This is an optimization exercise on Yosys and OpenROAD, whose aim is small area, a short achievable clock period and few clock cycles, not a production implementation.
RTL that was checked went through simulation tests only; none was proved equivalent to the original.
Power is estimated from default activity; no workload was simulated.

the previous run:
// phpb_serial
module phpb_serial (
    input  wire        clk,
    input  wire        rst,             
    input  wire        cfg_guard_en,    
    input  wire [16:0] cfg_max_len,     
    input  wire        cfg_drop_zero,   
    input  wire        rx_in_valid,
    output wire        rx_in_ready,
    input  wire [7:0]  rx_in_data,
    input  wire        rx_in_last,      
    output wire        rx_out_valid,
    input  wire        rx_out_ready,
    output wire [7:0]  rx_out_data,
    output wire        rx_out_sop,
    output wire        rx_out_eop,
    output wire [47:0] rx_out_hdr,      
    output wire [16:0] rx_out_tlen,     
    input  wire        tx_in_valid,
    output wire        tx_in_ready,
    input  wire [7:0]  tx_in_data,
    output wire        tx_out_valid,
    input  wire        tx_out_ready,
    output wire [7:0]  tx_out_data,
    output reg  [15:0] cnt_rx_pkt,
    output reg  [15:0] cnt_malformed,
    output reg  [15:0] cnt_zero_drop
);
    reg [15:0] m;           
    reg        g_never;     
    reg        g_always;    
    reg        dz;
    always @(posedge clk) begin
        m        <= cfg_max_len[15:0] - 16'd7;
        g_never  <= !cfg_guard_en || (cfg_max_len >= 17'd65542);
        g_always <= cfg_guard_en && (cfg_max_len < 17'd7);
        dz       <= cfg_drop_zero;
    end
    reg       rdy;
    reg       ib_v;
    reg [7:0] ib_d;
    reg       ib_l;
    reg       ib_ff;
    reg       ib_00;
    reg       ib_gt;        
    wire take = rx_in_valid && rdy;
    assign rx_in_ready = rdy;
    reg        pend;        
    reg        body;        
    reg        disc;        
    reg        drop;        
    reg [2:0]  hc;          
    reg [4:0]  tt;          
    reg [4:0]  ct;          
    reg [39:0] sr;          
    reg        tl_a, tl_b;  
    reg        zf;          
    reg [16:0] remain;      
    reg        rend;        
    reg        ov, osop, oeop;
    reg [7:0]  od;
    reg        ev_pkt, ev_mal, ev_zero;
    wire hdr = !body && !disc;
    wire other  = !ib_ff && !ib_00;
    wire absorb = !pend && ib_ff;           
  ...
Size: roughly 1000 cells after synthesis, ~190 flip-flops.
clock: 6.0 ns
lec_check: 0
abc_area: 1
cap_margin: 20
core_margin: 2
core_utilization: 40
setup_slack_margin: 3.5
slew_margin: 20
standard.sh (not shown) runs the stock make flow with config.mk's settings and CLKGATE_MAP_FILE= SYNTH_SCRIPT=/design/flow/synth_recipe.tcl, a recipe that flattens the netlist after the stock synthesis.
==> flow/flow/run.sh <==
#!/bin/bash
# Standard layout, with the port buffers made from buf_2 cells instead of the
# resizer's default choice. Full tool output goes to flow_standard.log.
set -euo pipefail
export BUFFER_PORTS_ARGS="-buffer_cell sky130_fd_sc_hd__buf_2"
bash standard.sh > flow_standard.log 2>&1
The previous run completed end to end with timing, DRC and antenna clean.
Changes in the current run relative to the previous run:
diff --git a/flow/config.mk b/flow/config.mk
--- a/flow/config.mk
+++ b/flow/config.mk
@@ -8 +7,0 @@
-export ABC_AREA = 1
### Flow results
Taking the previous run as the reference, in the current run critical path depth -10, non-clock buffer count climbed 3, layout-stage area growth over the synthesis result decreased by 0.64 points relative to the old numbers, routed wire length now smaller, initial core utilization ~0 delta.
Looking only at synthesized cell count, and setting everything else aside, the higher value of the current run and the previous run goes to the previous run.
In the current run relative to the previous run, power density normalized to cell area had gone down by more than 10%.
Combinational power, the current run and the previous run: smaller value in the current run
Relative to the previous run, cell count decreased by about 8% in the current run.
No functional check of the RTL was part of any run of this note.

---

try-indigo:
phpb_serial, a different RTL version from the one above (not shown whole).
Size: ~910 cells after synthesis, ~200 flip-flops.
==> flow/config.mk <==
export PLATFORM = sky130hd
export DESIGN_NAME = phpb_serial
export DESIGN_NICKNAME = phpb_serial
export VERILOG_FILES = /design/flow/design.v
export SDC_FILE = /design/flow/constraint.sdc
export NUM_CORES = 4
export LEC_CHECK = 0
export CAP_MARGIN = 20
export CORE_MARGIN = 2
export CORE_UTILIZATION = 40
export SETUP_SLACK_MARGIN = 3.5
export SLEW_MARGIN = 20
==> flow/constraint.sdc <==
create_clock -name core_clock -period 6.0 [get_ports {clk}]
set_input_delay 1.2000 -clock core_clock [delete_from_list [all_inputs] [get_ports {clk}]]
set_output_delay 1.2000 -clock core_clock [all_outputs]
set_load 0.01 [all_outputs]
run.sh (not shown) runs the stock make flow with config.mk's settings and CLKGATE_MAP_FILE= SYNTH_SCRIPT=/design/flow/synth_recipe.tcl, a recipe that flattens the netlist after the stock synthesis.
Stock flow here: none of the scripts above is used.
Testbench counts of try-indigo, summed over its fixed seeds: cycles 123,313.
Edits applied to the flow inputs when going from try-indigo to try-umber:
- SETUP_SLACK_MARGIN: 3.5 -> unset
## What came out
| buffer count excluding the clock tree in the final layout | try-umber vs try-indigo | 42 lower |
Going from try-indigo to try-umber, clock power has increased; clock buffer count has decreased.
Between try-umber and try-indigo, the met1 layer usage reported by global route is lower for try-umber.
Post-route core utilization: try-umber < try-indigo
Summary — total power of the final layout, try-umber relative to try-indigo: lower, by about 1.1%.
For try-tundra, these inputs were changed with respect to try-umber:
- SETUP_SLACK_MARGIN: unset -> 2.5
### Flow results
On final critical path time including I/O delays and setup, try-umber loses to try-tundra.
Comparing try-tundra and try-umber, the higher power is on try-tundra.
Changes observed in try-tundra relative to try-umber: data arrival time of the worst path saw a decrease, die height stayed essentially flat, net switching power increased by 2.8% relative to the old numbers.
Part of the total power dissipated in sequential elements: try-tundra vs try-umber down 0.7 points
When try-tundra is set beside try-umber, its leakage power total turns out to be about 4% larger.
try-tundra vs try-umber — share of the clock period used by the worst path after layout dropped 19 points.
Non-clock buffer instance count of the final layout in try-tundra is 11% above try-umber.

---

Setup of run A:
The RTL this note starts from:
==> flow/design.v <==
module phpb_serial (
    input  wire        clk,
    input  wire        rst,             
    input  wire        cfg_guard_en,    
    input  wire [16:0] cfg_max_len,     
    input  wire        cfg_drop_zero,   
    input  wire        rx_in_valid,
    output wire        rx_in_ready,
    input  wire [7:0]  rx_in_data,
    input  wire        rx_in_last,      
    output wire        rx_out_valid,
    input  wire        rx_out_ready,
    output wire [7:0]  rx_out_data,
    output wire        rx_out_sop,
    output wire        rx_out_eop,
    output wire [47:0] rx_out_hdr,      
    output wire [16:0] rx_out_tlen,     
    input  wire        tx_in_valid,
    output wire        tx_in_ready,
    input  wire [7:0]  tx_in_data,
    output wire        tx_out_valid,
    input  wire        tx_out_ready,
    output wire [7:0]  tx_out_data,
    output reg  [15:0] cnt_rx_pkt,
    output reg  [15:0] cnt_malformed,
    output reg  [15:0] cnt_zero_drop
);
    wire       bw       = (cfg_max_len[7:0] < 8'd7);
    reg  [7:0] m_lo;        
    always @(posedge clk)
        m_lo <= cfg_max_len[7:0] - 8'd7;
    wire       g_never  = !cfg_guard_en || (cfg_max_len >= 17'd65542);   
    wire       g_always = cfg_guard_en && (cfg_max_len < 17'd7);         
    reg       rdy;
    reg       ib_v, i2_v;
    reg [7:0] ib_d, i2_d;
    reg       ib_l, i2_l;
    reg       ib_ff, i2_ff;
    reg       ib_00, i2_00;
    reg       ib_gt, i2_gt;     
    wire take  = rx_in_valid && rdy;
    wire in_ff = (rx_in_data == 8'hFF);
    wire in_00 = (rx_in_data == 8'h00);
    wire in_gt = (rx_in_data > m_lo);
    assign rx_in_ready = rdy;
    reg        pend;        
    reg        body;        
    reg        disc;        
    reg        drop;        
    reg [2:0]  hc;          
    reg [4:0]  tt;          
    reg [4:0]  ct;          
    reg [39:0] sr;          
    reg        tl_a, tl_b;  
    reg        zf;          
    reg [16:0] remain;      
    reg        rend;        
    reg        ov, osop, oeop;
    reg [7:0]  od;
    reg        ev_pkt, ev_mal, ev_zero;
    wire hdr = !body && !disc;
    wire other  = !ib_ff && !ib_00;
    wire absorb = !pend && ib_ff;           
    wire split  = pend && other;            
    wire [7:0] tdata = pend ? {8{!ib_00}} : ib_d;
    wire tlast  = ib_l && !split;
    wire [8:0] tdata_p1 = {1'b0, tdata} + 9'd1;
    wire tgt_lo = split ? (m_lo != 8'hFF) : ib_gt;
    wire too_long = tl_a || (tl_b && tgt_lo);
    wire [4:0] tsel = tt & ~{1'b0, tt[4:1]};
    wire [7:0] top_byte = ({8{tsel[0]}} & sr[7:0])   | ({8{tsel[1]}} & sr[15:8])  |
                          ({8{tsel[2]}} & sr[23:16]) | ({8{tsel[3]}} & sr[31:24]) |
                          ({8{tsel[4]}} & sr[39:32]);
    wire [16:0] tlen_new = {1'b0, sr[7:0], tdata} + 17'd7;
    reg  [16:0] rflip;
    integer ri;
    always @(*) begin
        rflip[0] = 1'b1;
        for (ri = 1; ri < 17; ri = ri + 1)
            rflip[ri] = rflip[ri-1] && !remain[ri-1];
    end
    wire hc5   = (hc == 3'd5);
    wire ofree = !ov || rx_out_ready;
    wire room = !tt[4] || (ofree && ct[0]);
    wire acc = ib_v && (absorb || disc ||
                        (hdr  && (hc5 ? (!ct[0] && ofree) : room)) ||
                        (body && (drop || ofree || (!tt[4] && !osop))));
    wire tok      = acc && !absorb;             
    wire push     = tok && (hdr || (body && !drop));
    wire complete = tok && hdr && hc5;
    wire zdrop    = zf;
    wire hdr_ok   = complete && !too_long && !zdrop;
    wire hdr_bad  = complete && too_long;
    wire btok     = tok && body;
    wire body_end = btok && rend;
    wire cons     = acc && !split;
    wire load     = ofree && (ct[0] || hdr_ok);
    wire bpush    = push && body;
    wire       n_pend = acc ? absorb : pend;
    wire       n_body = complete ? !too_long : (body && !body_end);
    wire       n_disc = complete ? (too_long && !tlast) : (disc && !(acc && tlast));
    wire       n_drop = complete ? zdrop : drop;
    wire [2:0] n_hc   = complete ? 3'd0 : ((tok && hdr) ? hc + 3'd1 : hc);
    wire       n_ov   = load || (ov && !rx_out_ready);
    wire [4:0] n_tt   = (complete && !hdr_ok) ? 5'd0 :
                        (push && !load)      ? {tt[3:0], 1'b1} :
                        (load && !push)      ? {1'b0, tt[4:1]} : tt;
    wire [4:0] n_ct   = hdr_ok              ? 5'b11111 :
                        (bpush && !load)     ? {ct[3:0], 1'b1} :
                        (load && !bpush)     ? {1'b0, ct[4:1]} : ct;
    wire       ib_free = !ib_v || cons;
    wire       n_ibv   = ib_free ? (i2_v || take) : 1'b1;
    wire       n_i2v   = !ib_free && (i2_v || take);
    always @(posedge clk) begin
        if (ib_free) begin
            if (i2_v) begin
                ib_d  <= i2_d;
                ib_l  <= i2_l;
                ib_ff <= i2_ff;
                ib_00 <= i2_00;
                ib_gt <= i2_gt;
            end else if (take) begin
                ib_d  <= rx_in_data;
                ib_l  <= rx_in_last;
                ib_ff <= in_ff;
                ib_00 <= in_00;
                ib_gt <= in_gt;
            end
        end else if (take) begin
            i2_d  <= rx_in_data;
            i2_l  <= rx_in_last;
            i2_ff <= in_ff;
            i2_00 <= in_00;
            i2_gt <= in_gt;
        end
        if (push)
            sr <= {sr[31:0], tdata};
        if (tok && hdr) begin
            if (hc == 3'd0) zf <= cfg_drop_zero && (tdata == 8'h00);
            if (hc == 3'd4) begin
                tl_a <= g_always || (!g_never && (bw ? ({1'b0, tdata} >= cfg_max_len[16:8])
                                                     : ({1'b0, tdata} >  cfg_max_len[16:8])));
                tl_b <= !g_always && !g_never && (bw ? (tdata_p1 == cfg_max_len[16:8])
                                                     : ({1'b0, tdata} == cfg_max_len[16:8]));
            end
        end
        remain <= complete ? tlen_new : (remain ^ ({17{btok}} & rflip));
        if (complete)
            rend <= (sr[7:0] == 8'h00) && (tdata == 8'h00);
        else if (btok)
            rend <= (remain == 17'd8);
        if (load) begin
            od   <= top_byte;
            osop <= hdr_ok;
            oeop <= !body && ct[0] && !ct[1];
        end
        if (rst) begin
            rdy      <= 1'b1;
            ib_v     <= 1'b0;
            i2_v     <= 1'b0;
            pend     <= 1'b0;
            body     <= 1'b0;
            disc     <= 1'b0;
            drop     <= 1'b0;
            hc       <= 3'd0;
            tt       <= 5'd0;
            ct       <= 5'd0;
            ov       <= 1'b0;
            ev_pkt   <= 1'b0;
            ev_mal   <= 1'b0;
            ev_zero  <= 1'b0;
        end else begin
            rdy      <= !n_i2v;
            ib_v     <= n_ibv;
            i2_v     <= n_i2v;
            pend     <= n_pend;
            body     <= n_body;
            disc     <= n_disc;
            drop     <= n_drop;
            hc       <= n_hc;
            tt       <= n_tt;
            ct       <= n_ct;
            ov       <= n_ov;
            ev_pkt   <= body_end && !drop;
            ev_mal   <= hdr_bad;
            ev_zero  <= body_end && drop;
        end
    end
    always @(posedge clk) begin
        if (rst) begin
            cnt_rx_pkt    <= 16'd0;
            cnt_malformed <= 16'd0;
            cnt_zero_drop <= 16'd0;
        end else begin
            if (ev_pkt && cnt_rx_pkt != 16'hFFFF)
                cnt_rx_pkt <= cnt_rx_pkt + 16'd1;
            if (ev_mal && cnt_malformed != 16'hFFFF)
                cnt_malformed <= cnt_malformed + 16'd1;
            if (ev_zero && cnt_zero_drop != 16'hFFFF)
                cnt_zero_drop <= cnt_zero_drop + 16'd1;
        end
    end
    assign rx_out_valid = ov;
    assign rx_out_data  = od;
    assign rx_out_sop   = osop;
    assign rx_out_eop   = oeop;
    assign rx_out_hdr   = {od, sr};    
    assign rx_out_tlen  = remain;
    reg       trdy;
    reg       tov;
    reg [7:0] tod;
    reg       tpv, tpb;
    reg       sv;
    reg [7:0] sd;
    wire ttake  = tx_in_valid && trdy;
    wire tofree = !tov || tx_out_ready;
    wire in_sp  = (tx_in_data == 8'hFF) || (tx_in_data == 8'h00);
    wire sd_sp  = (sd == 8'hFF) || (sd == 8'h00);
    wire tdirect = tofree && !tpv && !sv;
    reg  n_sv;
    always @(*) begin
        n_sv = sv;
        if (tofree && !tpv && sv)
            n_sv = 1'b0;
        if (ttake && !tdirect)
            n_sv = 1'b1;
    end
    assign tx_in_ready = trdy;
    always @(posedge clk) begin
        if (tofree) begin
            if (tpv) begin
                tod <= {8{tpb}};
            end else if (sv) begin
                tod <= sd_sp ? 8'hFF : sd;
                tpb <= sd[0];
            end else if (ttake) begin
                tod <= in_sp ? 8'hFF : tx_in_data;
                tpb <= tx_in_data[0];
            end
        end
        if (ttake && !tdirect)
            sd <= tx_in_data;
        if (rst) begin
            trdy <= 1'b1;
            tov  <= 1'b0;
            tpv  <= 1'b0;
            sv   <= 1'b0;
        end else begin
            if (tofree) begin
                if (tpv) begin
                    tov <= 1'b1;
                    tpv <= 1'b0;
                end else if (sv) begin
                    tov <= 1'b1;
                    tpv <= sd_sp;
                end else if (ttake) begin
                    tov <= 1'b1;
                    tpv <= in_sp;
                end else begin
                    tov <= 1'b0;
                end
            end
            sv   <= n_sv;
            trdy <= !n_sv;
        end
    end
    assign tx_out_valid = tov;
    assign tx_out_data  = tod;
endmodule
Settings: LEC_CHECK=0, CAP_MARGIN=20, CORE_MARGIN=2, CORE_UTILIZATION=40, SETUP_SLACK_MARGIN=3.6, SLEW_MARGIN=20; clock period 6.0 ns.
standard.sh (not shown) runs the stock make flow with config.mk's settings and CLKGATE_MAP_FILE= SYNTH_SCRIPT=/design/flow/synth_recipe.tcl, a recipe that flattens the netlist after the stock synthesis.
==> flow/flow/run.sh <==
#!/bin/bash
# Standard layout, with the port buffers made from buf_1 cells instead of the
# resizer's default choice. Full tool output goes to flow_standard.log.
set -euo pipefail
export BUFFER_PORTS_ARGS="-buffer_cell sky130_fd_sc_hd__buf_1"
bash standard.sh > flow_standard.log 2>&1
Testbench counts of run A, summed over its fixed seeds: cycles 121,481.
Inputs modified between run A and run B:
- swapping 3.6 for 3.65 in SETUP_SLACK_MARGIN
==> flow/flow/run.sh <==
#!/bin/bash
# Standard layout, with the port buffers made from buf_2 cells instead of the
# resizer's default choice. Full tool output goes to flow_standard.log.
set -euo pipefail
export BUFFER_PORTS_ARGS="-buffer_cell sky130_fd_sc_hd__buf_2"
bash standard.sh > flow_standard.log 2>&1
### Flow results
- Most common library cell in the layout ignoring fill and taps: sky130_fd_sc_hd__buf_2 -> run B, sky130_fd_sc_hd__buf_1 -> run A
- The power in the clock group of run B is lower than that of run A.
- In run B, the global-route usage came out 0.22 points above the value in run A.
- Share of the clock period used by the worst path, run B and run A, higher one = run B.
#### Input delta (run C over run B)
- a change of SETUP_SLACK_MARGIN from 3.65 to 3.5
==> run summary <==
- Run B | stages: all done | timing, DRC, antenna: all pass
- Run C ended with every stage complete and zero timing, DRC or antenna violations.
- The wire length reported for run C is smaller than that of run B by 1100 um.
- The total power draw was comparable across run C and run B.
- Lower wire length of the first global-routing pass was reported by run C, not run B.

re-timing with driven ports:
In the flow no input, the clock included, has a driving cell. The finished layouts below were timed again as built, in two steps.
Step 1 sets driving cells, clkbuf_16 on the clock port and buf_2 on the other inputs (assumed; they add their load-dependent delay and slew).
Step 2 also shifts input and output timing later by t, the mid clock arrival at the registers, as if the neighbouring blocks saw the same clock.
Slacks: ideal / step 1 / step 2; pairs: ideal / step 1.
run	t, ns	setup slack, ns	hold slack, ns	pins driven straight from the clock port
the previous run	0.476	3.356 / 3.356 / 3.082	0.472 / 0.472 / 0.472	1
the current run	0.472	3.115 / 3.115 / 2.675	0.489 / 0.489 / 0.489	1
try-indigo	0.476	2.330 / 2.330 / 1.862	0.461 / 0.461 / 0.461	1
try-umber	0.474	1.264 / 1.264 / 1.264	0.464 / 0.464 / 0.464	1
try-tundra	0.476	2.407 / 2.399 / 1.924	0.460 / 0.460 / 0.460	1
run A	0.467	3.455 / 3.446 / 2.980	0.492 / 0.492 / 0.492	1
run B	0.471	3.420 / 3.389 / 2.918	0.484 / 0.484 / 0.484	1
run C	0.483	3.438 / 3.416 / 2.932	0.479 / 0.479 / 0.479	1
After both steps every run listed still meets setup and hold. For run C, which loses most, drivers alone change the setup slack by -0.022 ns; drivers and shift together by -0.506 ns.
